What follows belongs to an exercise in optimizing a design on an open flow for small area, a short achievable clock period and few clock cycles per item; a production flow would make more cautious choices.
Function was checked by simulation only, so behaviour that the tests miss may differ from the original.
Power figures rest on the tool's default switching activity, not on a simulated workload.

## flow/config.mk

```make
export PLATFORM = sky130hd
export DESIGN_NAME = curve_tangler
export DESIGN_NICKNAME = curve_tangler
export VERILOG_FILES = /design/flow/design.v
export SDC_FILE = /design/flow/constraint.sdc
export NUM_CORES = 4
export LEC_CHECK = 0
export ABC_AREA = 1
export CAP_MARGIN = 20
export CORE_MARGIN = 2
export CORE_UTILIZATION = 40
export GPL_ROUTABILITY_DRIVEN = 1
export GPL_TIMING_DRIVEN = 1
export PLACE_DENSITY = 0.6
export SLEW_MARGIN = 20
```

## flow/constraint.sdc

```tcl
create_clock -name core_clock -period 10.0 [get_ports {clk}]
set_input_delay 2.0000 -clock core_clock [delete_from_list [all_inputs] [get_ports {clk}]]
set_output_delay 2.0000 -clock core_clock [all_outputs]
set_load 0.01 [all_outputs]
```

## flow/design.v

```verilog
module curve_tangler (
    input  wire        clk,
    input  wire        rst,         
    input  wire        cmd_valid,
    output wire        cmd_ready,
    input  wire [1:0]  cmd_op,
    input  wire [63:0] cmd_arg,
    output wire        rsp_valid,
    input  wire        rsp_ready,
    output wire [63:0] rsp_data
);
    reg  valid;
    assign cmd_ready = ~valid | rsp_ready;
    assign rsp_valid = valid;
    wire hil = cmd_op[1];
    wire det = cmd_op[0];
    wire ent = hil & ~det;           
    wire [31:0] ax = cmd_arg[63:32];
    wire [31:0] ay = cmd_arg[31:0];
    wire [31:0] u, s, lm01, lm10, lv0, lv1;
    genvar k;
    generate for (k = 0; k < 32; k = k + 1) begin : g_leaf
        assign u[k]    = det ? cmd_arg[2*k+1] : ax[k];
        assign s[k]    = det ? cmd_arg[2*k] : (ax[k] ^ ay[k]);
        assign lm01[k] = ent & s[k];
        assign lm10[k] = ent & ~s[k];
        assign lv0[k]  = hil & s[k] & u[k];
        assign lv1[k]  = hil & ~(s[k] | u[k]);
    end endgenerate
    wire t0c_1;
    assign t0c_1 = (lv0[31] ^ (lm01[30] & lv1[31]) ^ lv0[30]);
    wire t0p_2;
    assign t0p_2 = ((lm10[30] & lv0[31]) ^ lv1[31] ^ lv1[30]);
    wire pm_3;
    assign pm_3 = ~((lm01[28] & lm10[29]));
    wire pm_4;
    assign pm_4 = (lm01[29] ^ lm01[28]);
    wire pm_5;
    assign pm_5 = (lm10[28] ^ lm10[29]);
    wire pm_6;
    assign pm_6 = ~((lm10[28] & lm01[29]));
    wire pm_7;
    assign pm_7 = (lv0[29] ^ (lm01[28] & lv1[29]) ^ lv0[28]);
    wire pm_8;
    assign pm_8 = ((lm10[28] & lv0[29]) ^ lv1[29] ^ lv1[28]);
    wire pm_9;
    assign pm_9 = ~((lm01[26] & lm10[27]));
    wire pm_10;
    assign pm_10 = (lm01[27] ^ lm01[26]);
    wire pm_11;
    assign pm_11 = (lm10[26] ^ lm10[27]);
    wire pm_12;
    assign pm_12 = ~((lm10[26] & lm01[27]));
    wire pm_13;
    assign pm_13 = (lv0[27] ^ (lm01[26] & lv1[27]) ^ lv0[26]);
    wire pm_14;
    assign pm_14 = ((lm10[26] & lv0[27]) ^ lv1[27] ^ lv1[26]);
    wire pm_15;
    assign pm_15 = ~((lm01[24] & lm10[25]));
    wire pm_16;
    assign pm_16 = (lm01[25] ^ lm01[24]);
    wire pm_17;
    assign pm_17 = (lm10[24] ^ lm10[25]);
    wire pm_18;
    assign pm_18 = ~((lm10[24] & lm01[25]));
    wire pm_19;
    assign pm_19 = (lv0[25] ^ (lm01[24] & lv1[25]) ^ lv0[24]);
    wire pm_20;
    assign pm_20 = ((lm10[24] & lv0[25]) ^ lv1[25] ^ lv1[24]);
    wire pm_21;
    assign pm_21 = ~((lm01[22] & lm10[23]));
    wire pm_22;
    assign pm_22 = (lm01[23] ^ lm01[22]);
    wire pm_23;
    assign pm_23 = (lm10[22] ^ lm10[23]);
    wire pm_24;
    assign pm_24 = ~((lm10[22] & lm01[23]));
    wire pm_25;
    assign pm_25 = (lv0[23] ^ (lm01[22] & lv1[23]) ^ lv0[22]);
    wire pm_26;
    assign pm_26 = ((lm10[22] & lv0[23]) ^ lv1[23] ^ lv1[22]);
    wire pm_27;
    assign pm_27 = ~((lm01[20] & lm10[21]));
    wire pm_28;
    assign pm_28 = (lm01[21] ^ lm01[20]);
    wire pm_29;
    assign pm_29 = (lm10[20] ^ lm10[21]);
    wire pm_30;
    assign pm_30 = ~((lm10[20] & lm01[21]));
    wire pm_31;
    assign pm_31 = (lv0[21] ^ (lm01[20] & lv1[21]) ^ lv0[20]);
    wire pm_32;
    assign pm_32 = ((lm10[20] & lv0[21]) ^ lv1[21] ^ lv1[20]);
    wire pm_33;
    assign pm_33 = ~((lm01[18] & lm10[19]));
    wire pm_34;
    assign pm_34 = (lm01[19] ^ lm01[18]);
    wire pm_35;
    assign pm_35 = (lm10[18] ^ lm10[19]);
    wire pm_36;
    assign pm_36 = ~((lm10[18] & lm01[19]));
    wire pm_37;
    assign pm_37 = (lv0[19] ^ (lm01[18] & lv1[19]) ^ lv0[18]);
    wire pm_38;
    assign pm_38 = ((lm10[18] & lv0[19]) ^ lv1[19] ^ lv1[18]);
    wire pm_39;
    assign pm_39 = ~((lm01[16] & lm10[17]));
    wire pm_40;
    assign pm_40 = (lm01[17] ^ lm01[16]);
    wire pm_41;
    assign pm_41 = (lm10[16] ^ lm10[17]);
    wire pm_42;
    assign pm_42 = ~((lm10[16] & lm01[17]));
    wire pm_43;
    assign pm_43 = (lv0[17] ^ (lm01[16] & lv1[17]) ^ lv0[16]);
    wire pm_44;
    assign pm_44 = ((lm10[16] & lv0[17]) ^ lv1[17] ^ lv1[16]);
    wire pm_45;
    assign pm_45 = ~((lm01[14] & lm10[15]));
    wire pm_46;
    assign pm_46 = (lm01[15] ^ lm01[14]);
    wire pm_47;
    assign pm_47 = (lm10[14] ^ lm10[15]);
    wire pm_48;
    assign pm_48 = ~((lm10[14] & lm01[15]));
    wire pm_49;
    assign pm_49 = (lv0[15] ^ (lm01[14] & lv1[15]) ^ lv0[14]);
    wire pm_50;
    assign pm_50 = ((lm10[14] & lv0[15]) ^ lv1[15] ^ lv1[14]);
    wire pm_51;
    assign pm_51 = ~((lm01[12] & lm10[13]));
    wire pm_52;
    assign pm_52 = (lm01[13] ^ lm01[12]);
    wire pm_53;
    assign pm_53 = (lm10[12] ^ lm10[13]);
    wire pm_54;
    assign pm_54 = ~((lm10[12] & lm01[13]));
    wire pm_55;
    assign pm_55 = (lv0[13] ^ (lm01[12] & lv1[13]) ^ lv0[12]);
    wire pm_56;
    assign pm_56 = ((lm10[12] & lv0[13]) ^ lv1[13] ^ lv1[12]);
    wire pm_57;
    assign pm_57 = ~((lm01[10] & lm10[11]));
    wire pm_58;
    assign pm_58 = (lm01[11] ^ lm01[10]);
    wire pm_59;
    assign pm_59 = (lm10[10] ^ lm10[11]);
    wire pm_60;
    assign pm_60 = ~((lm10[10] & lm01[11]));
    wire pm_61;
    assign pm_61 = (lv0[11] ^ (lm01[10] & lv1[11]) ^ lv0[10]);
    wire pm_62;
    assign pm_62 = ((lm10[10] & lv0[11]) ^ lv1[11] ^ lv1[10]);
    wire pm_63;
    assign pm_63 = ~((lm01[8] & lm10[9]));
    wire pm_64;
    assign pm_64 = (lm01[9] ^ lm01[8]);
    wire pm_65;
    assign pm_65 = (lm10[8] ^ lm10[9]);
    wire pm_66;
    assign pm_66 = ~((lm10[8] & lm01[9]));
    wire pm_67;
    assign pm_67 = (lv0[9] ^ (lm01[8] & lv1[9]) ^ lv0[8]);
    wire pm_68;
    assign pm_68 = ((lm10[8] & lv0[9]) ^ lv1[9] ^ lv1[8]);
    wire pm_69;
    assign pm_69 = ~((lm01[6] & lm10[7]));
    wire pm_70;
    assign pm_70 = (lm01[7] ^ lm01[6]);
    wire pm_71;
    assign pm_71 = (lm10[6] ^ lm10[7]);
    wire pm_72;
    assign pm_72 = ~((lm10[6] & lm01[7]));
    wire pm_73;
    assign pm_73 = (lv0[7] ^ (lm01[6] & lv1[7]) ^ lv0[6]);
    wire pm_74;
    assign pm_74 = ((lm10[6] & lv0[7]) ^ lv1[7] ^ lv1[6]);
    wire pm_75;
    assign pm_75 = ~((lm01[4] & lm10[5]));
    wire pm_76;
    assign pm_76 = (lm01[5] ^ lm01[4]);
    wire pm_77;
    assign pm_77 = (lm10[4] ^ lm10[5]);
    wire pm_78;
    assign pm_78 = ~((lm10[4] & lm01[5]));
    wire pm_79;
    assign pm_79 = (lv0[5] ^ (lm01[4] & lv1[5]) ^ lv0[4]);
    wire pm_80;
    assign pm_80 = ((lm10[4] & lv0[5]) ^ lv1[5] ^ lv1[4]);
    wire pm_81;
    assign pm_81 = ~((lm01[2] & lm10[3]));
    wire pm_82;
    assign pm_82 = (lm01[3] ^ lm01[2]);
    wire pm_83;
    assign pm_83 = (lm10[2] ^ lm10[3]);
    wire pm_84;
    assign pm_84 = ~((lm10[2] & lm01[3]));
    wire pm_85;
    assign pm_85 = (lv0[3] ^ (lm01[2] & lv1[3]) ^ lv0[2]);
    wire pm_86;
    assign pm_86 = ((lm10[2] & lv0[3]) ^ lv1[3] ^ lv1[2]);
    wire pm_87;
    assign pm_87 = ~((lm01[0] & lm10[1]));
    wire pm_88;
    assign pm_88 = (lm01[1] ^ lm01[0]);
    wire pm_89;
    assign pm_89 = (lm10[0] ^ lm10[1]);
    wire pm_90;
    assign pm_90 = ~((lm10[0] & lm01[1]));
    wire pm_91;
    assign pm_91 = (lv0[1] ^ (lm01[0] & lv1[1]) ^ lv0[0]);
    wire pm_92;
    assign pm_92 = ((lm10[0] & lv0[1]) ^ lv1[1] ^ lv1[0]);
    wire skc_93;
    assign skc_93 = ((pm_3 & t0c_1) ^ (pm_4 & t0p_2) ^ pm_7);
    wire skp_94;
    assign skp_94 = ((pm_5 & t0c_1) ^ (pm_6 & t0p_2) ^ pm_8);
    wire sk_95;
    assign sk_95 = ((pm_15 & pm_9) ^ (pm_16 & pm_11));
    wire sk_96;
    assign sk_96 = ((pm_15 & pm_10) ^ (pm_16 & pm_12));
    wire sk_97;
    assign sk_97 = ((pm_17 & pm_9) ^ (pm_18 & pm_11));
    wire sk_98;
    assign sk_98 = ((pm_17 & pm_10) ^ (pm_18 & pm_12));
    wire sk_99;
    assign sk_99 = ((pm_15 & pm_13) ^ (pm_16 & pm_14) ^ pm_19);
    wire sk_100;
    assign sk_100 = ((pm_17 & pm_13) ^ (pm_18 & pm_14) ^ pm_20);
    wire sk_101;
    assign sk_101 = ((pm_27 & pm_21) ^ (pm_28 & pm_23));
    wire sk_102;
    assign sk_102 = ((pm_27 & pm_22) ^ (pm_28 & pm_24));
    wire sk_103;
    assign sk_103 = ((pm_29 & pm_21) ^ (pm_30 & pm_23));
    wire sk_104;
    assign sk_104 = ((pm_29 & pm_22) ^ (pm_30 & pm_24));
    wire sk_105;
    assign sk_105 = ((pm_27 & pm_25) ^ (pm_28 & pm_26) ^ pm_31);
    wire sk_106;
    assign sk_106 = ((pm_29 & pm_25) ^ (pm_30 & pm_26) ^ pm_32);
    wire sk_107;
    assign sk_107 = ((pm_39 & pm_33) ^ (pm_40 & pm_35));
    wire sk_108;
    assign sk_108 = ((pm_39 & pm_34) ^ (pm_40 & pm_36));
    wire sk_109;
    assign sk_109 = ((pm_41 & pm_33) ^ (pm_42 & pm_35));
    wire sk_110;
    assign sk_110 = ((pm_41 & pm_34) ^ (pm_42 & pm_36));
    wire sk_111;
    assign sk_111 = ((pm_39 & pm_37) ^ (pm_40 & pm_38) ^ pm_43);
    wire sk_112;
    assign sk_112 = ((pm_41 & pm_37) ^ (pm_42 & pm_38) ^ pm_44);
    wire sk_113;
    assign sk_113 = ((pm_51 & pm_45) ^ (pm_52 & pm_47));
    wire sk_114;
    assign sk_114 = ((pm_51 & pm_46) ^ (pm_52 & pm_48));
    wire sk_115;
    assign sk_115 = ((pm_53 & pm_45) ^ (pm_54 & pm_47));
    wire sk_116;
    assign sk_116 = ((pm_53 & pm_46) ^ (pm_54 & pm_48));
    wire sk_117;
    assign sk_117 = ((pm_51 & pm_49) ^ (pm_52 & pm_50) ^ pm_55);
    wire sk_118;
    assign sk_118 = ((pm_53 & pm_49) ^ (pm_54 & pm_50) ^ pm_56);
    wire sk_119;
    assign sk_119 = ((pm_63 & pm_57) ^ (pm_64 & pm_59));
    wire sk_120;
    assign sk_120 = ((pm_63 & pm_58) ^ (pm_64 & pm_60));
    wire sk_121;
    assign sk_121 = ((pm_65 & pm_57) ^ (pm_66 & pm_59));
    wire sk_122;
    assign sk_122 = ((pm_65 & pm_58) ^ (pm_66 & pm_60));
    wire sk_123;
    assign sk_123 = ((pm_63 & pm_61) ^ (pm_64 & pm_62) ^ pm_67);
    wire sk_124;
    assign sk_124 = ((pm_65 & pm_61) ^ (pm_66 & pm_62) ^ pm_68);
    wire sk_125;
    assign sk_125 = ((pm_75 & pm_69) ^ (pm_76 & pm_71));
    wire sk_126;
    assign sk_126 = ((pm_75 & pm_70) ^ (pm_76 & pm_72));
    wire sk_127;
    assign sk_127 = ((pm_77 & pm_69) ^ (pm_78 & pm_71));
    wire sk_128;
    assign sk_128 = ((pm_77 & pm_70) ^ (pm_78 & pm_72));
    wire sk_129;
    assign sk_129 = ((pm_75 & pm_73) ^ (pm_76 & pm_74) ^ pm_79);
    wire sk_130;
    assign sk_130 = ((pm_77 & pm_73) ^ (pm_78 & pm_74) ^ pm_80);
    wire sk_131;
    assign sk_131 = ((pm_87 & pm_81) ^ (pm_88 & pm_83));
    wire sk_132;
    assign sk_132 = ((pm_87 & pm_82) ^ (pm_88 & pm_84));
    wire sk_133;
    assign sk_133 = ((pm_89 & pm_81) ^ (pm_90 & pm_83));
    wire sk_134;
    assign sk_134 = ((pm_89 & pm_82) ^ (pm_90 & pm_84));
    wire sk_135;
    assign sk_135 = ((pm_87 & pm_85) ^ (pm_88 & pm_86) ^ pm_91);
    wire sk_136;
    assign sk_136 = ((pm_89 & pm_85) ^ (pm_90 & pm_86) ^ pm_92);
    wire skc_137;
    assign skc_137 = ((pm_9 & skc_93) ^ (pm_10 & skp_94) ^ pm_13);
    wire skp_138;
    assign skp_138 = ((pm_11 & skc_93) ^ (pm_12 & skp_94) ^ pm_14);
    wire skc_139;
    assign skc_139 = ((sk_95 & skc_93) ^ (sk_96 & skp_94) ^ sk_99);
    wire skp_140;
    assign skp_140 = ((sk_97 & skc_93) ^ (sk_98 & skp_94) ^ sk_100);
    wire sk_141;
    assign sk_141 = ((pm_33 & sk_101) ^ (pm_34 & sk_103));
    wire sk_142;
    assign sk_142 = ((pm_33 & sk_102) ^ (pm_34 & sk_104));
    wire sk_143;
    assign sk_143 = ((pm_35 & sk_101) ^ (pm_36 & sk_103));
    wire sk_144;
    assign sk_144 = ((pm_35 & sk_102) ^ (pm_36 & sk_104));
    wire sk_145;
    assign sk_145 = ((pm_33 & sk_105) ^ (pm_34 & sk_106) ^ pm_37);
    wire sk_146;
    assign sk_146 = ((pm_35 & sk_105) ^ (pm_36 & sk_106) ^ pm_38);
    wire sk_147;
    assign sk_147 = ((sk_107 & sk_101) ^ (sk_108 & sk_103));
    wire sk_148;
    assign sk_148 = ((sk_107 & sk_102) ^ (sk_108 & sk_104));
    wire sk_149;
    assign sk_149 = ((sk_109 & sk_101) ^ (sk_110 & sk_103));
    wire sk_150;
    assign sk_150 = ((sk_109 & sk_102) ^ (sk_110 & sk_104));
    wire sk_151;
    assign sk_151 = ((sk_107 & sk_105) ^ (sk_108 & sk_106) ^ sk_111);
    wire sk_152;
    assign sk_152 = ((sk_109 & sk_105) ^ (sk_110 & sk_106) ^ sk_112);
    wire sk_153;
    assign sk_153 = ((pm_57 & sk_113) ^ (pm_58 & sk_115));
    wire sk_154;
    assign sk_154 = ((pm_57 & sk_114) ^ (pm_58 & sk_116));
    wire sk_155;
    assign sk_155 = ((pm_59 & sk_113) ^ (pm_60 & sk_115));
    wire sk_156;
    assign sk_156 = ((pm_59 & sk_114) ^ (pm_60 & sk_116));
    wire sk_157;
    assign sk_157 = ((pm_57 & sk_117) ^ (pm_58 & sk_118) ^ pm_61);
    wire sk_158;
    assign sk_158 = ((pm_59 & sk_117) ^ (pm_60 & sk_118) ^ pm_62);
    wire sk_159;
    assign sk_159 = ((sk_119 & sk_113) ^ (sk_120 & sk_115));
    wire sk_160;
    assign sk_160 = ((sk_119 & sk_114) ^ (sk_120 & sk_116));
    wire sk_161;
    assign sk_161 = ((sk_121 & sk_113) ^ (sk_122 & sk_115));
    wire sk_162;
    assign sk_162 = ((sk_121 & sk_114) ^ (sk_122 & sk_116));
    wire sk_163;
    assign sk_163 = ((sk_119 & sk_117) ^ (sk_120 & sk_118) ^ sk_123);
    wire sk_164;
    assign sk_164 = ((sk_121 & sk_117) ^ (sk_122 & sk_118) ^ sk_124);
    wire sk_165;
    assign sk_165 = ((pm_81 & sk_125) ^ (pm_82 & sk_127));
    wire sk_166;
    assign sk_166 = ((pm_81 & sk_126) ^ (pm_82 & sk_128));
    wire sk_167;
    assign sk_167 = ((pm_83 & sk_125) ^ (pm_84 & sk_127));
    wire sk_168;
    assign sk_168 = ((pm_83 & sk_126) ^ (pm_84 & sk_128));
    wire sk_169;
    assign sk_169 = ((pm_81 & sk_129) ^ (pm_82 & sk_130) ^ pm_85);
    wire sk_170;
    assign sk_170 = ((pm_83 & sk_129) ^ (pm_84 & sk_130) ^ pm_86);
    wire sk_171;
    assign sk_171 = ((sk_131 & sk_125) ^ (sk_132 & sk_127));
    wire sk_172;
    assign sk_172 = ((sk_131 & sk_126) ^ (sk_132 & sk_128));
    wire sk_173;
    assign sk_173 = ((sk_133 & sk_125) ^ (sk_134 & sk_127));
    wire sk_174;
    assign sk_174 = ((sk_133 & sk_126) ^ (sk_134 & sk_128));
    wire sk_175;
    assign sk_175 = ((sk_131 & sk_129) ^ (sk_132 & sk_130) ^ sk_135);
    wire sk_176;
    assign sk_176 = ((sk_133 & sk_129) ^ (sk_134 & sk_130) ^ sk_136);
    wire skc_177;
    assign skc_177 = ((pm_21 & skc_139) ^ (pm_22 & skp_140) ^ pm_25);
    wire skp_178;
    assign skp_178 = ((pm_23 & skc_139) ^ (pm_24 & skp_140) ^ pm_26);
    wire skc_179;
    assign skc_179 = ((sk_101 & skc_139) ^ (sk_102 & skp_140) ^ sk_105);
    wire skp_180;
    assign skp_180 = ((sk_103 & skc_139) ^ (sk_104 & skp_140) ^ sk_106);
    wire skc_181;
    assign skc_181 = ((sk_141 & skc_139) ^ (sk_142 & skp_140) ^ sk_145);
    wire skp_182;
    assign skp_182 = ((sk_143 & skc_139) ^ (sk_144 & skp_140) ^ sk_146);
    wire skc_183;
    assign skc_183 = ((sk_147 & skc_139) ^ (sk_148 & skp_140) ^ sk_151);
    wire skp_184;
    assign skp_184 = ((sk_149 & skc_139) ^ (sk_150 & skp_140) ^ sk_152);
    wire sk_185;
    assign sk_185 = ((pm_69 & sk_159) ^ (pm_70 & sk_161));
    wire sk_186;
    assign sk_186 = ((pm_69 & sk_160) ^ (pm_70 & sk_162));
    wire sk_187;
    assign sk_187 = ((pm_71 & sk_159) ^ (pm_72 & sk_161));
    wire sk_188;
    assign sk_188 = ((pm_71 & sk_160) ^ (pm_72 & sk_162));
    wire sk_189;
    assign sk_189 = ((pm_69 & sk_163) ^ (pm_70 & sk_164) ^ pm_73);
    wire sk_190;
    assign sk_190 = ((pm_71 & sk_163) ^ (pm_72 & sk_164) ^ pm_74);
    wire sk_191;
    assign sk_191 = ((sk_125 & sk_159) ^ (sk_126 & sk_161));
    wire sk_192;
    assign sk_192 = ((sk_125 & sk_160) ^ (sk_126 & sk_162));
    wire sk_193;
    assign sk_193 = ((sk_127 & sk_159) ^ (sk_128 & sk_161));
    wire sk_194;
    assign sk_194 = ((sk_127 & sk_160) ^ (sk_128 & sk_162));
    wire sk_195;
    assign sk_195 = ((sk_125 & sk_163) ^ (sk_126 & sk_164) ^ sk_129);
    wire sk_196;
    assign sk_196 = ((sk_127 & sk_163) ^ (sk_128 & sk_164) ^ sk_130);
    wire sk_197;
    assign sk_197 = ((sk_165 & sk_159) ^ (sk_166 & sk_161));
    wire sk_198;
    assign sk_198 = ((sk_165 & sk_160) ^ (sk_166 & sk_162));
    wire sk_199;
    assign sk_199 = ((sk_167 & sk_159) ^ (sk_168 & sk_161));
    wire sk_200;
    assign sk_200 = ((sk_167 & sk_160) ^ (sk_168 & sk_162));
    wire sk_201;
    assign sk_201 = ((sk_165 & sk_163) ^ (sk_166 & sk_164) ^ sk_169);
    wire sk_202;
    assign sk_202 = ((sk_167 & sk_163) ^ (sk_168 & sk_164) ^ sk_170);
    wire sk_203;
    assign sk_203 = ((sk_171 & sk_159) ^ (sk_172 & sk_161));
    wire sk_204;
    assign sk_204 = ((sk_171 & sk_160) ^ (sk_172 & sk_162));
    wire sk_205;
    assign sk_205 = ((sk_173 & sk_159) ^ (sk_174 & sk_161));
    wire sk_206;
    assign sk_206 = ((sk_173 & sk_160) ^ (sk_174 & sk_162));
    wire sk_207;
    assign sk_207 = ((sk_171 & sk_163) ^ (sk_172 & sk_164) ^ sk_175);
    wire sk_208;
    assign sk_208 = ((sk_173 & sk_163) ^ (sk_174 & sk_164) ^ sk_176);
    wire skc_209;
    assign skc_209 = ((pm_45 & skc_183) ^ (pm_46 & skp_184) ^ pm_49);
    wire skp_210;
    assign skp_210 = ((pm_47 & skc_183) ^ (pm_48 & skp_184) ^ pm_50);
    wire skc_211;
    assign skc_211 = ((sk_113 & skc_183) ^ (sk_114 & skp_184) ^ sk_117);
    wire skp_212;
    assign skp_212 = ((sk_115 & skc_183) ^ (sk_116 & skp_184) ^ sk_118);
    wire skc_213;
    assign skc_213 = ((sk_153 & skc_183) ^ (sk_154 & skp_184) ^ sk_157);
    wire skp_214;
    assign skp_214 = ((sk_155 & skc_183) ^ (sk_156 & skp_184) ^ sk_158);
    wire skc_215;
    assign skc_215 = ((sk_159 & skc_183) ^ (sk_160 & skp_184) ^ sk_163);
    wire skp_216;
    assign skp_216 = ((sk_161 & skc_183) ^ (sk_162 & skp_184) ^ sk_164);
    wire skc_217;
    assign skc_217 = ((sk_185 & skc_183) ^ (sk_186 & skp_184) ^ sk_189);
    wire skp_218;
    assign skp_218 = ((sk_187 & skc_183) ^ (sk_188 & skp_184) ^ sk_190);
    wire skc_219;
    assign skc_219 = ((sk_191 & skc_183) ^ (sk_192 & skp_184) ^ sk_195);
    wire skp_220;
    assign skp_220 = ((sk_193 & skc_183) ^ (sk_194 & skp_184) ^ sk_196);
    wire skc_221;
    assign skc_221 = ((sk_197 & skc_183) ^ (sk_198 & skp_184) ^ sk_201);
    wire skp_222;
    assign skp_222 = ((sk_199 & skc_183) ^ (sk_200 & skp_184) ^ sk_202);
    wire skc_223;
    assign skc_223 = ((sk_203 & skc_183) ^ (sk_204 & skp_184) ^ sk_207);
    wire skp_224;
    assign skp_224 = ((sk_205 & skc_183) ^ (sk_206 & skp_184) ^ sk_208);
    wire [14:0] n_c, n_p;
    assign n_c[14] = t0c_1;
    assign n_p[14] = t0p_2;
    assign n_c[13] = skc_93;
    assign n_p[13] = skp_94;
    assign n_c[12] = skc_137;
    assign n_p[12] = skp_138;
    assign n_c[11] = skc_139;
    assign n_p[11] = skp_140;
    assign n_c[10] = skc_177;
    assign n_p[10] = skp_178;
    assign n_c[9] = skc_179;
    assign n_p[9] = skp_180;
    assign n_c[8] = skc_181;
    assign n_p[8] = skp_182;
    assign n_c[7] = skc_183;
    assign n_p[7] = skp_184;
    assign n_c[6] = skc_209;
    assign n_p[6] = skp_210;
    assign n_c[5] = skc_211;
    assign n_p[5] = skp_212;
    assign n_c[4] = skc_213;
    assign n_p[4] = skp_214;
    assign n_c[3] = skc_215;
    assign n_p[3] = skp_216;
    assign n_c[2] = skc_217;
    assign n_p[2] = skp_218;
    assign n_c[1] = skc_219;
    assign n_p[1] = skp_220;
    assign n_c[0] = skc_221;
    assign n_p[0] = skp_222;
    wire [31:0] n_o, n_m;
    generate for (k = 0; k < 16; k = k + 1) begin : g_pre
        wire uu = u[2*k+1], su = s[2*k+1];
        wire ul = u[2*k],   sl = s[2*k];
        wire tau = ent ? ((su ^ sl) & (uu ^ sl))
                       : (sl ? ~(su | uu) : (su & uu));
        assign n_o[2*k+1] = hil ? uu : (det ? cmd_arg[4*k+2] : ay[2*k+1]);
        assign n_o[2*k]   = hil ? (ul ^ tau) : (det ? cmd_arg[4*k] : ay[2*k]);
        assign n_m[2*k+1] = hil ? su : (det ? (cmd_arg[4*k+3] ^ cmd_arg[4*k+2]) : ax[2*k+1]);
        assign n_m[2*k]   = hil ? sl : (det ? (cmd_arg[4*k+1] ^ cmd_arg[4*k]) : ax[2*k]);
    end endgenerate
    reg         r_ent, r_det;
    reg  [31:0] r_o, r_m;
    reg  [14:0] r_c, r_p;
    always @(posedge clk) begin
        if (rst)
            valid <= 1'b0;
        else if (cmd_ready)
            valid <= cmd_valid;
        if (cmd_ready) begin
            r_ent <= ent;
            r_det <= det;
            r_o   <= n_o;
            r_m   <= n_m;
            r_c   <= n_c;
            r_p   <= n_p;
        end
    end
    wire [15:0] e_c = {1'b0, r_c};
    wire [15:0] e_p = {1'b0, r_p};
    wire [31:0] fo;
    generate for (k = 0; k < 16; k = k + 1) begin : g_post
        wire c = e_c[k], p = e_p[k];
        wire mu = r_m[2*k+1], ml = r_m[2*k];
        wire qu = mu ? p : c;
        wire x  = r_ent & (mu ^ ml);
        wire ql = x ? (c ^ p) : (ml ? p : c);
        assign fo[2*k+1] = r_o[2*k+1] ^ qu;
        assign fo[2*k]   = r_o[2*k] ^ ql;
    end endgenerate
    wire [63:0] ent_res, det_res;
    generate for (k = 0; k < 32; k = k + 1) begin : g_res
        assign ent_res[2*k+1] = fo[k];
        assign ent_res[2*k]   = r_m[k];
        assign det_res[32+k]  = fo[k];
        assign det_res[k]     = fo[k] ^ r_m[k];
    end endgenerate
    assign rsp_data = r_det ? det_res : ent_res;
endmodule
```

## flow/flow/run.sh

```bash
#!/bin/bash
set -euo pipefail
MARGIN=$(cat flow/margin.txt)
bash standard.sh "SETUP_SLACK_MARGIN=$MARGIN" "BUFFER_PORTS_ARGS=-buffer_cell sky130_fd_sc_hd__buf_2" finish > flow_make.log 2>&1
```

## flow/flow/margin.txt

```
5
```

## flow/standard.sh

```bash
#!/bin/bash
# synth_recipe.tcl (not shown) runs the flow's synth.tcl, then flattens the netlist and writes it again
# the make line also repeats each setting of config.mk as NAME=value (left out here)
make -C /OpenROAD-flow-scripts/flow DESIGN_CONFIG=/design/flow/config.mk WORK_HOME=/design/flow/orfs CLKGATE_MAP_FILE= SYNTH_SCRIPT=/design/flow/synth_recipe.tcl "${@:-finish}"
```

==> run summary, run 1 <==
- Post-Syn Area: 12630 um2
- Synth Area per Inst: between 6 and 7 um2
- Final wirelength: ~45 mm
- H-tree Lvls: 3
- Clock power share: 13.7%
- Fin nets: 2301
- Cell Int Power: around 1.3 mW
- Fin crit share: 48.70%
- Pin count of the biggest net entering global routing: 76
- Wire length per cell: approximately 17 um
- DIE WIDTH: about 180 um
- Final Hold Violating Endpoints: 0
- Yosys top cell by area: edfxtp_1
- Final Wtd Congestion: around 0.94
- FF+latch count, synth: 97
- Total die area: 33010 um2
- Synthesis warning total: 1
- Worst Setup End Kind: flop
- Critical path class: in2reg
- Antenna diodes: 0
- R2r setup slk: 7880 ps
- Crit path launch type: input pin
- CTS root buf: clkbuf_16
- DRC viols: 0
- First-pass detailed-route iteration total: 5
- P&R area growth vs syn: 19.10%
- Core area: 31310 um2
- Final TNS setup: 0 ps
- Worst Setup SP: cmd_op[0]
- RSZ-0062 raised after global routing: true
- Initial Utilization: around 40%
- Commonest cells after routing, fill and taps aside: nand2_1 (676), inv_1 (241), nand3_1 (176)
- Seq/Total Area, Yosys: 22.98%
- GRT Util Overall: 25.65%
- Final setup viols: 0
- Pwr Density: about 170 nW/um2
- Site Rows: 65
- Initial antenna violation count: 0
- Share of layout cells above drive strength 1: 18.29%
- Post-synthesis cell type count: 49
- Worst Setup EP: r_p[2]$_DFFE_PP_
- TritonCTS clock tree: done
- Via Count: around 14000
- Clk_skew: 7.757 ps
- Chip height: around 180 um
- Commonest non-fill, non-tap cell in the layout: nand2_1
- Slew Viols, Final: 0
- Final HPWL DP: 34.08 mm
- Post-synthesis cell count: 2104
- First-pass GRT wire length: 66.25 mm
- ANT nets after route: 0
- P_leak: 7.555 nW
- HP Class: reg2reg
- Crit path required time: slightly above 10000 ps
- Relative slew margins: a little over half
- Vias in the first global route: 12060
- Port bufs: 135
- Worst r2r path cells: 3
- Clk pin slew, worst setup/hold paths: ~80 ps
- Critical path arrival: 5000 ps
- Status: timing/DRC/antenna clean
- MaxCap Viol Count: 0
- Area contributors post-synth: edfxtp_1 (23%), nand2_1 (21%), nand3_1 (7.6%)
- Fmax: 0.2053 GHz
- Net count after synthesis: roughly 2200
- Total grt overflow: 0
- Pwr Total: 2.590 mW
- Drt via density: 5.347
- Clock Latency Late Sink: 360 ps
- Combinational power share: 60.6%
- Final min period: 4870 ps
- Sw frac: 49.29%
- Num CTS Buffers: 9
- R2R Path Start: valid$_SDFFE_PP0P_
- Clock Sinks: 97
- Clk buf depth: 2
- IO Pins: ~140
- Top-area cell type share of the netlist area: 22.83%
- R2R Path End: r_o[20]$_DFFE_PP_
- Max FO, Critical Path: 21
- Switching pwr: about 1.3 mW
- CTS Hold Buffers Added: 0
- Sequential Power Share: 25.6%
- First-iteration detailed-routing DRC count: 1272
- Peak supply drop: 84.87 uV
- Worst slew pin tran: 699.4 ps
==> per-layer routing <==
metal / vias to the layer above / part of all wire, % / GRT usage [%] / wire length, um
met5: - / 0 / 0 / 0
met4: 0 / 2.5 / 5.821 / 1142
met3: 70 / 8.4 / 3.590 / 3815
met2: 552 / 44 / 39.88 / 19670
met1: 6470 / 45 / 37.60 / 20560
li1: 7014 / - / - / -
==> final cells by class <==
cell class,count,area (um2)
clock buffer,10,239.0
clock inverter,6,55.05
fill,3255,16270
inverter,286,1112
multi-input combinational,1658,8947
sequential,97,2903
tap,402,503.0
timing repair buffer,177,1262
timing repair inverter,2,20.02
==> kinds of logic after synthesis <==
group / count (synthesis) / synth area share [%]
AO/OA/AOI/OAI: 337 / 14.86
multiplexers: 8 / 0.6341
buffers and inverters: 353 / 11.33
AND/OR/NAND/NOR: 1146 / 38.41
XOR/XNOR: 163 / 11.78
flip-flops: 97 / 22.98
==> metrics by stage <==
step	util, %	std cells	cell area, um2	hold WS [ps]	setup WS [ps]
2_1_floorplan	-	2104	12640	1226	5260
3_3_place_gp	43.20	2583	13530	741.4	3284
3_5_place_dp	43.20	2583	13530	743.2	3270
4_1_cts	45.23	2604	14160	753.9	5024
5_1_grt	48.04	2638	15040	804.3	4895
6_report	48.04	2638	15040	734.7	5130
==> power groups by stage <==
stage | Combinational [mW] | Clock, mW | Sequential, mW
after global routing | 1.74 | 0.376 | 0.671
after detailed placement | 1.40 | 0 | 0.672
after CTS | 1.45 | 0.363 | 0.662
final | 1.57 | 0.356 | 0.664
after floorplan | 1.02 | 0 | 0.612
after global placement | 1.38 | 0 | 0.671
==> cells in the mapped netlist (all sizes together) <==
cell,instances
clkinv,3
a211oi,3
dfxtp,1
nand3b,16
o32ai,1
nand3,201
nor3,5
clkbuf,29
o31ai,1
a32oi,1
a21o,1
nor2,149
edfxtp,96
o211ai,11
xnor2,67
a21oi,78
a31oi,11
or2,6
a21boi,2
o22ai,16
o221ai,2
nand2,747
inv,283
buf,38
xor2,96
o21bai,3
mux2i,8
and2,6
o21ai,207
nand4,16
==> timing repair <==
action	4_1_cts	5_1_grt
gates resized for setup	46	124
setup endpoints to repair	26	47
setup buffers	1	25
cloned	4	9
pin swaps	2	18
==> registers in the layout, summed over array words and instances, names as in the netlist <==
name / flops
r_c: 15
r_m: 32
r_det: 1
r_ent: 1
valid: 1
r_p: 15
r_o: 32
==> critical path: stages <==
cell     delay [ps]
buf_16          130
buf_12          160
buf_16          160
nand2_1         110
inv_2            60
nor2_2          140
nand2_1          80
nor2_2          120
inv_2            80
nand2_2         120
nand2_2         110
xnor2_2         170
nor2_1          250
xor2_1          260
inv_1           100
nand2_1         130
nand2_2          80
nand3_4         220
nand2_4         120
buf_4           160
nand3_1          60
nand2_1          50
nand2_1          60
nand2_1          40
==> worst min-delay path by stage <==
stage / to / depth (start not counted) / from
finish: valid$_SDFFE_PP0P_ / 2 / valid$_SDFFE_PP0P_
global route: valid$_SDFFE_PP0P_ / 2 / valid$_SDFFE_PP0P_
floorplan: valid$_SDFFE_PP0P_ / 2 / valid$_SDFFE_PP0P_
global placement: valid$_SDFFE_PP0P_ / 2 / valid$_SDFFE_PP0P_
detailed placement: valid$_SDFFE_PP0P_ / 2 / valid$_SDFFE_PP0P_
CTS: valid$_SDFFE_PP0P_ / 2 / valid$_SDFFE_PP0P_
Testbench counts, summed over its fixed seeds: cycles 8,008, items 8,000.
==> inputs of run 2 (changes only) <==
==> flow/flow/run.sh (replaced) <==
#!/bin/bash
# The standard layout, with three changes to how it is made:
#  - ABC maps the logic with the area script in flow/abc_area.script (amap)
#  - the setup repair aims at the slack margin in flow/margin.txt
#  - the port buffers are sky130_fd_sc_hd__buf_2
# Registers, constraints and clock period are those of the standard flow.
set -euo pipefail
MARGIN=$(cat flow/margin.txt)
rm -rf scripts_x
cp -r "$FLOW_HOME/scripts" scripts_x
cp flow/abc_area.script scripts_x/abc_area.script
bash standard.sh "SCRIPTS_DIR=$PWD/scripts_x" "SETUP_SLACK_MARGIN=$MARGIN" \
  "BUFFER_PORTS_ARGS=-buffer_cell sky130_fd_sc_hd__buf_2" finish > flow_make.log 2>&1
==> flow/flow/abc_area.script (new file) <==
strash
dch
amap
topo
stime -c
buffer -c
upsize -c
dnsize -c
==> run 2 against run 1 <==
Net effect: utilization up 4.8 points; sequential share of layout area up 1.8 points; synthesized cell count down 23%; power down 8.5%; via count down 10%; worst setup slack worse by 890 ps; critical path depth up 1; cell count down 19%; largest cell class unchanged; largest power group unchanged; count of clock-buffer cells in the layout down 1; global-route usage up 2.3 points; still clean on timing, DRC and antenna.
==> run summary, run 2 <==
- Final Wtd Congestion: 0.9438 (was 0.9424)
- Worst r2r path cells: 4 (was 3)
- Post-synth top cells: nor2_1 (402), a21oi_1 (175), o22ai_1 (164), inv_1 (151), nand2_1 (148) (was nand2_1 (714), inv_1 (246), nand3_1 (191), o21ai_0 (178), nor2_1 (142))
- Critical path arrival: 5870 ps (was 5000 ps)
- Cell with the most instances after synthesis: nor2_1 (was nand2_1)
- Num CTS Buffers: 9 (unchanged)
- Final setup viols: 0 (unchanged)
- CTS root buf: clkbuf_16 (unchanged)
- ANT nets after route: 0 (unchanged)
- Site Rows: 59 (was 65)
- Final HPWL DP: 28.34 mm (was 34.08 mm)
- First-iteration detailed-routing DRC count: 1252 (was 1272)
- Clk_skew: 12.24 ps (was 7.757 ps)
- R2R Path End: r_m[18]$_DFFE_PP_ (was r_o[20]$_DFFE_PP_)
- Pin count of the biggest net entering global routing: 63 (was 76)
- DRC viols: 0 (unchanged)
- Area contributors post-synth: edfxtp_1 (27%), nor2_1 (14%), o22ai_1 (9.7%) (was edfxtp_1 (23%), nand2_1 (21%), nand3_1 (7.6%))
- Pwr Total: 2.370 mW (was 2.590 mW)
- Hold wc startpoint: valid$_SDFFE_PP0P_ (unchanged)
- First-pass GRT wire length: 62.04 mm (was 66.25 mm)
- Crit path launch type: input pin (unchanged)
- Relative slew margins: 41.48% (was 53.37%)
- Final TNS setup: 0 ps (unchanged)
- Net count after synthesis: 1690 (was 2174)
- Max FO, Critical Path: 22 (was 21)
- Clock Sinks: 97 (unchanged)
- Commonest cells after routing, fill and taps aside: nor2_1 (366), o22ai_1 (157), inv_1 (148) (was nand2_1 (676), inv_1 (241), nand3_1 (176))
- Clock Latency Late Sink: 360 ps (about the same)
- Post-Syn Area: 10620 um2 (was 12630 um2)
- CTS Hold Buffers Added: 0 (unchanged)
- RSZ-0062 raised after global routing: true (unchanged)
- P_leak: 5.550 nW (was 7.555 nW)
- TritonCTS clock tree: done (unchanged)
- Fin crit share: 57.60% (was 48.70%)
- Final wirelength: 40.84 mm (was 45.19 mm)
- Ys flop type: edfxtp_1 (unchanged)
- Post-synthesis cell type count: 57 (was 49)
- Port bufs: 135 (unchanged)
- Core area: 26060 um2 (was 31310 um2)
- Initial Utilization: 40.75% (was 40.34%)
- Synth Area per Inst: 6.554 um2 (was 6.003 um2)
- Fmax: 0.1736 GHz (was 0.2053 GHz)
- Synthesis warning total: 1 (unchanged)
- Cell Count, Final, Fillers Out: 2141 (was 2638)
- Worst slew pin tran: 877.8 ps (was 699.4 ps)
- IO Pins: 136 (unchanged)
- Status: timing/DRC/antenna clean (unchanged)
- Seq/Total Area, Yosys: 27.34% (was 22.98%)
- Vias in the first global route: 11220 (was 12060)
- Pwr Density: 172.3 nW/um2 (was 172.2 nW/um2)
- Dpl cells: 2041 (was 2583)
- DIE WIDTH: 166.9 um (was 181.7 um)
- P&R area growth vs syn: 29.57% (was 19.10%)
- Via Count: 12680 (was 14110)
- Worst path max stage delay: 460 ps (was 260 ps)
- Largest regs: r_m: 32 flops, r_o: 32 flops (unchanged)
- EDFF count, synth: 96 (unchanged)
- Total grt overflow: 0 (unchanged)
- Worst Setup End Kind: flop (unchanged)
- Hold endpoint: valid$_SDFFE_PP0P_ (unchanged)
- First-pass detailed-route iteration total: 6 (was 5)
- Yosys top cell by area: edfxtp_1 (unchanged)
- Chip height: 166.9 um (was 181.7 um)
- Clk pin slew, worst setup/hold paths: 80 ps (about the same)
- Crit path required time: 10110 ps (was 10130 ps)
- Total die area: 27860 um2 (was 33010 um2)
- FF+latch count, synth: 97 (unchanged)
- MaxCap Viol Count: 0 (unchanged)
- R2R Path Start: valid$_SDFFE_PP0P_ (unchanged)
- Final min period: 5760 ps (was 4870 ps)
- Hold path cells: 3 (was 2)
- Initial antenna violation count: 4 (was 0)
- Hold Worst Slack: 640.5 ps (was 734.7 ps)
- Slowest cell on the critical path: nor2_1 (was xor2_1)
- Slew Viols, Final: 0 (unchanged)
- Wire length per cell: 19.08 um (was 17.13 um)
- Clk buf depth: 2 (unchanged)
- Post-synthesis async set-or-reset flop share: 0% (unchanged)
- Peak supply drop: 106.0 uV (was 84.87 uV)
- Drt via density: 5.924 (was 5.347)
- Top-area cell type share of the netlist area: 27.15% (was 22.83%)
- Commonest non-fill, non-tap cell in the layout: nor2_1 (was nand2_1)
- GRT Util Overall: 27.99% (was 25.65%)
- Share of layout cells above drive strength 1: 26.14% (was 18.29%)
- R2r setup slk: 7800 ps (was 7880 ps)
- CP dominant cell by count: nor2_1 (was nand2_1)
- Fin nets: 1867 (was 2301)
- Final Hold Violating Endpoints: 0 (unchanged)
- H-tree Lvls: 3 (unchanged)
- Critical path class: in2reg (unchanged)
- HP Class: reg2reg (unchanged)
- Post-synthesis cell count: 1620 (was 2104)
==> run 2: cell count changes in the layout (fill, tap and decap cells not counted), moves of 58 or more <==
cell and delta:
nand3_1 -171, xor2_1 -79, inv_1 -93, xnor2_1 -58
a21oi_1 +75, nand2_1 -532, nor2_1 +242, o22ai_1 +142
==> run 2: area by class of cell <==
type,instances,area [um2]
well taps,335,419.2
fillers,2527,12300
clock buffers,9,225.2
flip-flops and latches,97,2903
multi-input cells,1286,7704
diodes,4,10.01
clock inverters,7,53.80
repair inverters,4,37.54
repair buffers,220,1690
inverters,179,714.4
==> run 2: cell families after synthesis <==
group           Yosys count  share of synthesized area, %
simple gates            615                         23.63
flops                    97                         27.34
compound gates          661                         39.26
buf+inv                 238                         9.027
xor+xnor                  9                        0.7423
==> run 2: critical path: cells and delay by family <==
family / cells / cell delay (ps)
AO/OA/AOI/OAI: 8 / 1230
buffers and inverters: 4 / 560
AND/OR/NAND/NOR: 13 / 2060
==> run 2: stage by stage <==
stage	utilization (%)	cell area (um2)	setup WS, ps
after floorplan	-	10920	4486
after global placement	45.26	11790	2250
after detailed placement	45.26	11790	2156
after CTS	50.88	13260	4338
after global routing	52.79	13760	3996
final	52.79	13760	4240
==> run 2: power breakdown <==
group	switching, mW	leakage (nW)	internal [mW]
clock	0.167	0.128	0.171
combinational	0.868	4.40	0.516
sequential	0.0792	1.02	0.568
total	1.11	5.55	1.26
==> run 2: worst max-delay path by stage <==
stage / from / end / slack, ps
detailed placement: cmd_op[1] / r_p[0]$_DFFE_PP_ / 2160
floorplan: cmd_op[0] / r_p[2]$_DFFE_PP_ / 4490
global route: cmd_arg[56] / r_p[0]$_DFFE_PP_ / 4000
finish: cmd_op[0] / r_p[0]$_DFFE_PP_ / 4240
global placement: cmd_op[1] / r_p[0]$_DFFE_PP_ / 2250
CTS: cmd_op[0] / r_p[0]$_DFFE_PP_ / 4340
==> run 2: repair_timing <==
action	in CTS	in global routing
pin swaps	29	21
gates cloned	12	0
gates resized for setup	107	73
setup buffers	44	24
endpoints found under the setup margin	29	23
==> run 2: per-layer routing <==
metal	global-route usage (%)	share of wire (%)	up-vias
met5	0	0	-
met4	11.58	4.0	0
li1	-	-	6226
met2	44.34	45	595
met3	3.446	8.3	90
met1	38.67	43	5772
==> inputs of run 3 (changes only) <==
==> flow/flow/run.sh (replaced) <==
#!/bin/bash
# The standard layout, with these changes to how it is made:
#  - if flow/abc_area.script exists, ABC maps the logic with it
#  - the setup repair aims at the slack margin in flow/margin.txt
#  - the port buffers are sky130_fd_sc_hd__buf_2
# Registers, constraints and clock period are those of the standard flow.
set -euo pipefail
MARGIN=$(cat flow/margin.txt)
rm -rf scripts_x
cp -r "$FLOW_HOME/scripts" scripts_x
if [[ -f flow/abc_area.script ]]; then
  cp flow/abc_area.script scripts_x/abc_area.script
fi
bash standard.sh "SCRIPTS_DIR=$PWD/scripts_x" "SETUP_SLACK_MARGIN=$MARGIN" \
  "BUFFER_PORTS_ARGS=-buffer_cell sky130_fd_sc_hd__buf_2" finish > flow_make.log 2>&1
--- a/flow/config.mk
+++ b/flow/config.mk
@@ -6,6 +6,7 @@
 export NUM_CORES = 4
 export LEC_CHECK = 0
 export ABC_AREA = 1
+export ABC_CLOCK_PERIOD_IN_PS = 2500
 export CAP_MARGIN = 20
 export CORE_MARGIN = 2
 export CORE_UTILIZATION = 40
removed: flow/flow/abc_area.script
==> run 3 against run 2 <==
Net effect: clock power increased by 5%; sequential power increased by 2%; clock skew decreased by 4.5 ps; count of clock-buffer cells in the layout increased by 1; via count increased by 11%; worst setup slack improved by 890 ps; still clean on timing, DRC and antenna; highest routed layer unchanged; largest cell class unchanged; fmax increased by 18%.
==> run summary, run 3 <==
- Share of layout cells above drive strength 1: 18.29% (was 26.14%)
- Core area: 31310 um2 (was 26060 um2)
- Chip height: 181.7 um (was 166.9 um)
- EDFF count, synth: 96 (unchanged)
- Clock Sinks: 97 (unchanged)
- Synthesis warning total: 1 (unchanged)
- Dpl cells: 2583 (was 2041)
- Final min period: 4870 ps (was 5760 ps)
- Hold Worst Slack: 734.7 ps (was 640.5 ps)
- Vias in the first global route: 12060 (was 11220)
- IO Pins: 136 (unchanged)
- Post-synthesis cell count: 2104 (was 1620)
- Worst r2r path cells: 3 (was 4)
- Fin crit share: 48.70% (was 57.60%)
- Fin util: 48.04% (was 52.79%)
- Max FO, Critical Path: 21 (was 22)
- Crit path launch type: input pin (unchanged)
- Cell with the most instances after synthesis: nand2_1 (was nor2_1)
- HP Class: reg2reg (unchanged)
- Commonest cells after routing, fill and taps aside: nand2_1 (676), inv_1 (241), nand3_1 (176) (was nor2_1 (366), o22ai_1 (157), inv_1 (148))
- Multi-input logic area: 8947 um2 (was 7704 um2)
- Total grt overflow: 0 (unchanged)
- CP top delay family: simple AND/OR/NAND/NOR gates (unchanged)
- Seq/Total Area, Yosys: 22.98% (was 27.34%)
- R2r setup slk: 7880 ps (was 7800 ps)
- Final wirelength: 45.19 mm (was 40.84 mm)
- Commonest non-fill, non-tap cell in the layout: nand2_1 (was nor2_1)
- Critical path class: in2reg (unchanged)
- Slew Viols, Final: 0 (unchanged)
- Total die area: 33010 um2 (was 27860 um2)
- # fillers: 3255 (was 2527)
- Worst path bufs/invs: 7 (was 4)
- Slowest cell on the critical path: xor2_1 (was nor2_1)
- DIE WIDTH: 181.7 um (was 166.9 um)
- Pwr Total: 2.590 mW (was 2.370 mW)
- R2R Path End: r_o[20]$_DFFE_PP_ (was r_m[18]$_DFFE_PP_)
- Final setup viols: 0 (unchanged)
- MaxCap Viol Count: 0 (unchanged)
- Num CTS Buffers: 9 (unchanged)
- Final Wtd Congestion: 0.9424 (was 0.9438)
- Port bufs: 135 (unchanged)
- P&R area growth vs syn: 19.10% (was 29.57%)
- First-pass detailed-route iteration total: 5 (was 6)
- ANT nets after route: 0 (unchanged)
- P_leak: 7.555 nW (was 5.550 nW)
- R2R Path Start: valid$_SDFFE_PP0P_ (unchanged)
- Wire length per cell: 17.13 um (was 19.08 um)
- Final TNS setup: 0 ps (unchanged)
- Cell Count, Final, Fillers Out: 2638 (was 2141)
- Clk buf depth: 2 (unchanged)
- Yosys top cell by area: edfxtp_1 (unchanged)
- Clock Latency Late Sink: 360 ps (about the same)
- TritonCTS clock tree: done (unchanged)
- CP dominant cell by count: nand2_1 (was nor2_1)
- Relative slew margins: 53.37% (was 41.48%)
- Worst slew pin tran: 699.4 ps (was 877.8 ps)
- Post-synthesis async set-or-reset flop share: 0% (unchanged)
- Post-Syn Area: 12630 um2 (was 10620 um2)
- Hold path cells: 2 (was 3)
- Area contributors post-synth: edfxtp_1 (23%), nand2_1 (21%), nand3_1 (7.6%) (was edfxtp_1 (27%), nor2_1 (14%), o22ai_1 (9.7%))
- Pin count of the biggest net entering global routing: 76 (was 63)
- Drt via density: 5.347 (was 5.924)
- Clk pin slew, worst setup/hold paths: 80 ps (about the same)
- Critical path arrival: 5000 ps (was 5870 ps)
- Peak supply drop: 84.87 uV (was 106.0 uV)
- First-iteration detailed-routing DRC count: 1272 (was 1252)
- Crit path required time: 10130 ps (was 10110 ps)
- Clk_skew: 7.757 ps (was 12.24 ps)
- Fmax: 0.2053 GHz (was 0.1736 GHz)
- Ys flop type: edfxtp_1 (unchanged)
- Final HPWL DP: 34.08 mm (was 28.34 mm)
- Fin nets: 2301 (was 1867)
- WP depth: 24 (was 25)
- First-pass GRT wire length: 66.25 mm (was 62.04 mm)
- CTS root buf: clkbuf_16 (unchanged)
- Worst Setup End Kind: flop (unchanged)
- Initial Utilization: 40.34% (was 40.75%)
- Pwr Density: 172.2 nW/um2 (was 172.3 nW/um2)
- Antenna diodes: 0 (was 4)
- H-tree Lvls: 3 (unchanged)
- Synth Area per Inst: 6.003 um2 (was 6.554 um2)
- Worst path max stage delay: 260 ps (was 460 ps)
- Hold wc startpoint: valid$_SDFFE_PP0P_ (unchanged)
- Post-synthesis cell type count: 49 (was 57)
- Worst path cell trace: buf_16, buf_12, buf_16, nand2_1, inv_2, nor2_2, nand2_1, nor2_2, inv_2, nand2_2, nand2_2, xnor2_2, nor2_1, xor2_1, inv_1, nand2_1, nand2_2, nand3_4, nand2_4, buf_4, nand3_1, nand2_1, nand2_1, nand2_1
- Final Hold Violating Endpoints: 0 (unchanged)
- FF+latch count, synth: 97 (unchanged)
- DRC viols: 0 (unchanged)
- Status: timing/DRC/antenna clean (unchanged)
- Post-synth top cells: nand2_1 (714), inv_1 (246), nand3_1 (191), o21ai_0 (178), nor2_1 (142) (was nor2_1 (402), a21oi_1 (175), o22ai_1 (164), inv_1 (151), nand2_1 (148))
- Initial antenna violation count: 0 (was 4)
- Hold endpoint: valid$_SDFFE_PP0P_ (unchanged)
- Net count after synthesis: 2174 (was 1690)
- Largest regs: r_m: 32 flops, r_o: 32 flops (unchanged)
- Top-area cell type share of the netlist area: 22.83% (was 27.15%)
- GRT Util Overall: 25.65% (was 27.99%)
- RSZ-0062 raised after global routing: true (unchanged)
- Site Rows: 65 (was 59)
- Via Count: 14110 (was 12680)
- Reg area: 2903 um2 (unchanged)
[run 3: cell count changes in the layout (fill, tap and decap cells not counted), sizes merged, moves of 17 or more]
cell	before	now
a21oi	188	78
nand2	149	750
o22ai	170	16
nor3	38	5
nor2	408	149
xor2	5	96
a22oi	17	0
nand3	5	202
inv	181	287
buf	213	170
xnor2	4	67
o21ai	164	207
o31ai	23	1
[run 3: power by group]
part	total [mW]	switching [mW]	internal (mW)	leakage (nW)
sequential	0.664	0.0898	0.574	1.02
combinational	1.57	1.01	0.557	6.39
clock	0.356	0.174	0.182	0.146
total	2.59	1.28	1.31	7.55
[run 3: worst max-delay path by stage]
stage | start | end | slack [ps]
after CTS | cmd_op[1] | r_c[0]$_DFFE_PP_ | 5020
after floorplan | rsp_ready | cmd_ready | 5260
after detailed placement | cmd_op[0] | r_c[2]$_DFFE_PP_ | 3270
after global placement | cmd_op[0] | r_c[2]$_DFFE_PP_ | 3280
final | cmd_op[0] | r_p[2]$_DFFE_PP_ | 5130
after global routing | cmd_op[0] | r_c[2]$_DFFE_PP_ | 4890
[run 3: kinds of logic after synthesis]
group	count (synthesis)	synth area share, %
simple gates	1146	38.41
buf+inv	353	11.33
compound gates	337	14.86
xor+xnor	163	11.78
flops	97	22.98
mux	8	0.6341
[run 3: what timing repair did]
item,in CTS,in global routing
setup buffers,1,25
cloned,4,9
pin swaps,2,18
hold buffers,0,0
endpoints found under the setup margin,26,47
resized for setup,46,124
[run 3: worst min-delay path, delay by kind of cell, from the launching register on]
kind / cells / cell delay, ps
compound gates: 1 / 110
simple gates: 1 / 250
flops: 1 / 330
[run 3: through the flow]
stage	area [um2]	setup WS (ps)
final	15040	5130
after global routing	15040	4895
after CTS	14160	5024
after detailed placement	13530	3270
after global placement	13530	3284
after floorplan	12640	5260
[run 3: layer usage]
layer  track usage [%]  vias to the layer above  wire [um]
met5                 0                        -          0
met1             37.60                     6470      20560
met4             5.821                        0       1142
met3             3.590                       70       3815
met2             39.88                      552      19670
li1                  -                     7014          -
[run 3: final cells by class]
type | count | area share, %
Multi-Input combinational cell | 1658 | 59.48
Sequential cell | 97 | 19.30
Timing Repair Buffer | 177 | 8.393
Inverter | 286 | 7.395
Tap cell | 402 | 3.344
Clock buffer | 10 | 1.589
Clock inverter | 6 | 0.3660
Timing Repair inverter | 2 | 0.1331
==> inputs of run 4 (changes only) <==
--- a/flow/config.mk
+++ b/flow/config.mk
@@ -6,7 +6,7 @@
 export NUM_CORES = 4
 export LEC_CHECK = 0
 export ABC_AREA = 1
-export ABC_CLOCK_PERIOD_IN_PS = 2500
+export ABC_CLOCK_PERIOD_IN_PS = 1500
 export CAP_MARGIN = 20
 export CORE_MARGIN = 2
 export CORE_UTILIZATION = 40
==> run 4 against run 3 <==
Net effect: register-to-register slack about the same; still clean on timing, DRC and antenna; clock skew unchanged; utilization unchanged; design area unchanged; sequential share of layout area unchanged; critical path type unchanged; fmax unchanged; synthesized cell count unchanged; die area unchanged; wire length unchanged; hold slack unchanged; synthesized area unchanged.
==> run summary, run 4 <==
- Status: timing/DRC/antenna clean (unchanged)
- Relative slew margins: 53.37% (unchanged)
- Antenna diodes: 0 (unchanged)
- Initial antenna violation count: 0 (unchanged)
- Top-area cell type share of the netlist area: 22.83% (unchanged)
- Crit path launch type: input pin (unchanged)
- Post-Syn Area: 12630 um2 (unchanged)
- Num CTS Buffers: 9 (unchanged)
- Worst slew pin tran: 699.4 ps (unchanged)
- DIE WIDTH: 181.7 um (unchanged)
- GRT Util Overall: 25.65% (unchanged)
- Post-synthesis cell count: 2104 (unchanged)
- Seq/Total Area, Yosys: 22.98% (unchanged)
- Fin nets: 2301 (unchanged)
- Total die area: 33010 um2 (unchanged)
- WL met1: 20.56 mm (unchanged)
- Cell Count, Final, Fillers Out: 2638 (unchanged)
- Post-synthesis async set-or-reset flop share: 0% (unchanged)
- Via Count: 14110 (unchanged)
- Net count after synthesis: 2174 (unchanged)
- Yosys top cell by area: edfxtp_1 (unchanged)
- CTS Hold Buffers Added: 0 (unchanged)
- IO Pins: 136 (unchanged)
- CP dominant cell by count: nand2_1 (unchanged)
- RSZ-0062 raised after global routing: true (unchanged)
- Ys flop type: edfxtp_1 (unchanged)
- P_leak: 7.555 nW (unchanged)
- Critical path class: in2reg (unchanged)
- Final TNS setup: 0 ps (unchanged)
- Hold Worst Slack: 734.7 ps (unchanged)
- Total grt overflow: 0 (unchanged)
- ANT nets after route: 0 (unchanged)
- CTS root buf: clkbuf_16 (unchanged)
- Pwr Density: 172.2 nW/um2 (unchanged)
- FF+latch count, synth: 97 (unchanged)
- WL met3: 3.815 mm (unchanged)
- Final HPWL DP: 34.08 mm (unchanged)
- Worst path cell trace: buf_16, buf_12, buf_16, nand2_1, inv_2, nor2_2, nand2_1, nor2_2, inv_2, nand2_2, nand2_2, xnor2_2, nor2_1, xor2_1, inv_1, nand2_1, nand2_2, nand3_4, nand2_4, buf_4, nand3_1, nand2_1, nand2_1, nand2_1 (unchanged)
- Fin crit share: 48.70% (unchanged)
- Pin count of the biggest net entering global routing: 76 (unchanged)
- Synthesis warning total: 1 (unchanged)
- Sequential Power Share: 25.6% (about the same)
- # fillers: 3255 (unchanged)
- Clock Latency Late Sink: 360 ps (about the same)
- Cell with the most instances after synthesis: nand2_1 (unchanged)
- Fmax: 0.2053 GHz (unchanged)
- First-iteration detailed-routing DRC count: 1272 (unchanged)
- Slowest cell on the critical path: xor2_1 (unchanged)
- Final setup viols: 0 (unchanged)
- Final Wtd Congestion: 0.9424 (unchanged)
- Sw frac: 49.29% (unchanged)
- Clk pin slew, worst setup/hold paths: 80 ps (about the same)
- Commonest cells after routing, fill and taps aside: nand2_1 (676), inv_1 (241), nand3_1 (176) (unchanged)
- Commonest non-fill, non-tap cell in the layout: nand2_1 (unchanged)
- Post-synthesis cell type count: 49 (unchanged)
- Clk_skew: 7.757 ps (unchanged)
- Worst Setup SP: cmd_op[0] (unchanged)
- Vias in the first global route: 12060 (unchanged)
- Core area: 31310 um2 (unchanged)
- Final Hold Violating Endpoints: 0 (unchanged)
- Cell Int Power: 1.313 mW (unchanged)
- Site Rows: 65 (unchanged)
- Fin util: 48.04% (unchanged)
- Crit path required time: 10130 ps (about the same)
- P&R area growth vs syn: 19.10% (unchanged)
- Initial Utilization: 40.34% (unchanged)
- First-pass detailed-route iteration total: 5 (unchanged)
- Reg area: 2903 um2 (unchanged)
- Wire length per cell: 17.13 um (unchanged)
- Share of layout cells above drive strength 1: 18.29% (unchanged)
- HP Class: reg2reg (unchanged)
- Dpl cells: 2583 (unchanged)
- Drt via density: 5.347 (unchanged)
- Met2 WL post-DR: 19.67 mm (unchanged)
- H-tree Lvls: 3 (unchanged)
- Final wirelength: 45.19 mm (unchanged)
- Hold wc startpoint: valid$_SDFFE_PP0P_ (unchanged)
- Clock Sinks: 97 (unchanged)
- Chip height: 181.7 um (unchanged)
- Post-synth top cells: nand2_1 (714), inv_1 (246), nand3_1 (191), o21ai_0 (178), nor2_1 (142) (unchanged)
- Synth Area per Inst: 6.003 um2 (unchanged)
- Clock power share: 13.7% (about the same)
- First-pass GRT wire length: 66.25 mm (unchanged)
- Worst path max stage delay: 260 ps (about the same)
- TritonCTS clock tree: done (unchanged)
- Max layer used: met4 (unchanged)
- Clk buf depth: 2 (unchanged)
- Combinational power share: 60.6% (about the same)
- Switching pwr: 1.277 mW (unchanged)
- Slew Viols, Final: 0 (unchanged)
- Max FO, Critical Path: 21 (unchanged)
- Largest regs: r_m: 32 flops, r_o: 32 flops (unchanged)
- R2R Path Start: valid$_SDFFE_PP0P_ (unchanged)
- Area contributors post-synth: edfxtp_1 (23%), nand2_1 (21%), nand3_1 (7.6%) (unchanged)
- Critical path arrival: 5000 ps (about the same)
- DRC viols: 0 (unchanged)
- EDFF count, synth: 96 (unchanged)
- Multi-input logic area: 8947 um2 (unchanged)
- Worst Setup End Kind: flop (unchanged)
- MaxCap Viol Count: 0 (unchanged)
- Final min period: 4870 ps (unchanged)
- Port bufs: 135 (unchanged)
- Peak supply drop: 84.87 uV (unchanged)
==> run 4: kinds of logic (layout without fill, tap and decap cells) <==
| kind of cell | after synthesis | count (layout) | share of synthesized area, % |
|---|---|---|---|
| simple gates | 1146 | 1150 | 38.41 |
| buf+inv | 353 | 481 | 11.33 |
| compound gates | 337 | 337 | 14.86 |
| xor+xnor | 163 | 163 | 11.78 |
| flops | 97 | 97 | 22.98 |
| mux | 8 | 8 | 0.6341 |
==> run 4: routing by layer <==
layer / global-route usage (%) / vias to the layer above
li1: - / 7014
met1: 37.60 / 6470
met2: 39.88 / 552
met3: 3.590 / 70
met4: 5.821 / 0
met5: 0 / -
==> run 4: power by group through the flow <==
| stage | clock network [mW] | registers, mW | logic [mW] |
|---|---|---|---|
| floorplan | 0 | 0.612 | 1.02 |
| global placement | 0 | 0.671 | 1.38 |
| detailed placement | 0 | 0.672 | 1.40 |
| CTS | 0.363 | 0.662 | 1.45 |
| global route | 0.376 | 0.671 | 1.74 |
| finish | 0.356 | 0.664 | 1.57 |
==> run 4: final timing paths <==
path                        end  cells past startpoint  slack (ps)
max            r_p[2]$_DFFE_PP_                     24        5130
min          valid$_SDFFE_PP0P_                      2         730
max reg2reg   r_o[20]$_DFFE_PP_                      3        7880
min reg2reg  valid$_SDFFE_PP0P_                      2         730
==> run 4: final cells by class <==
type | instances | area share, %
Clock buffer | 10 | 1.589
Clock inverter | 6 | 0.3660
Inverter | 286 | 7.395
Multi-Input combinational cell | 1658 | 59.48
Sequential cell | 97 | 19.30
Tap cell | 402 | 3.344
Timing Repair Buffer | 177 | 8.393
Timing Repair inverter | 2 | 0.1331
==> run 4: stage by stage <==
stage | setup slack [ps] | area (um2) | total power, mW
global placement | 3284 | 13530 | 2.051
detailed placement | 3270 | 13530 | 2.072
finish | 5130 | 15040 | 2.590
floorplan | 5260 | 12640 | 1.635
global route | 4895 | 15040 | 2.790
CTS | 5024 | 14160 | 2.476
==> run 4: critical path: cells and delay by family <==
kind                   cells  cell delay (ps)
buffers and inverters      7              850
AND/OR/NAND/NOR           15             1690
XOR/XNOR                   2              430
==> run 4: what timing repair did <==
| action | CTS | global route |
|---|---|---|
| buffers inserted | 1 | 25 |
| gates cloned | 4 | 9 |
| pin swaps | 2 | 18 |
| resized for setup | 46 | 124 |
| endpoints found under the hold margin | 0 | 0 |
| endpoints found under the setup margin | 26 | 47 |

[afterwards: timing with drivers on the ports]
How much do the figures lean on ideal ports? The routed layouts below were timed once more, with nothing changed but the port constraints.
Step 1 (the two cells are an assumption about what drives the block):
set clk [get_ports {clk}]
set_driving_cell -lib_cell sky130_fd_sc_hd__clkbuf_16 $clk
set_driving_cell -lib_cell sky130_fd_sc_hd__buf_2 [delete_from_list [all_inputs] $clk]
Step 2 times the ports against the registers' clock, not the clock port: input delays grow and output delays shrink by t, the midpoint of the rising clock arrivals with the driver on.
Slacks: no drivers / after step 1 / after step 2; pairs: no drivers / after step 1.
| run | t (ns) | setup WS [ns] | clock arrival spread, ns |
|---|---|---|---|
| run 1 | 0.404 | 5.130 / 4.946 / 4.541 | 0.011 / 0.011 |
| run 2 | 0.399 | 4.240 / 4.125 / 3.727 | 0.013 / 0.013 |
| run 3 | 0.404 | 5.130 / 4.946 / 4.541 | 0.011 / 0.011 |
| run 4 | 0.404 | 5.130 / 4.946 / 4.541 | 0.011 / 0.011 |
After both steps every run listed still meets setup and hold.
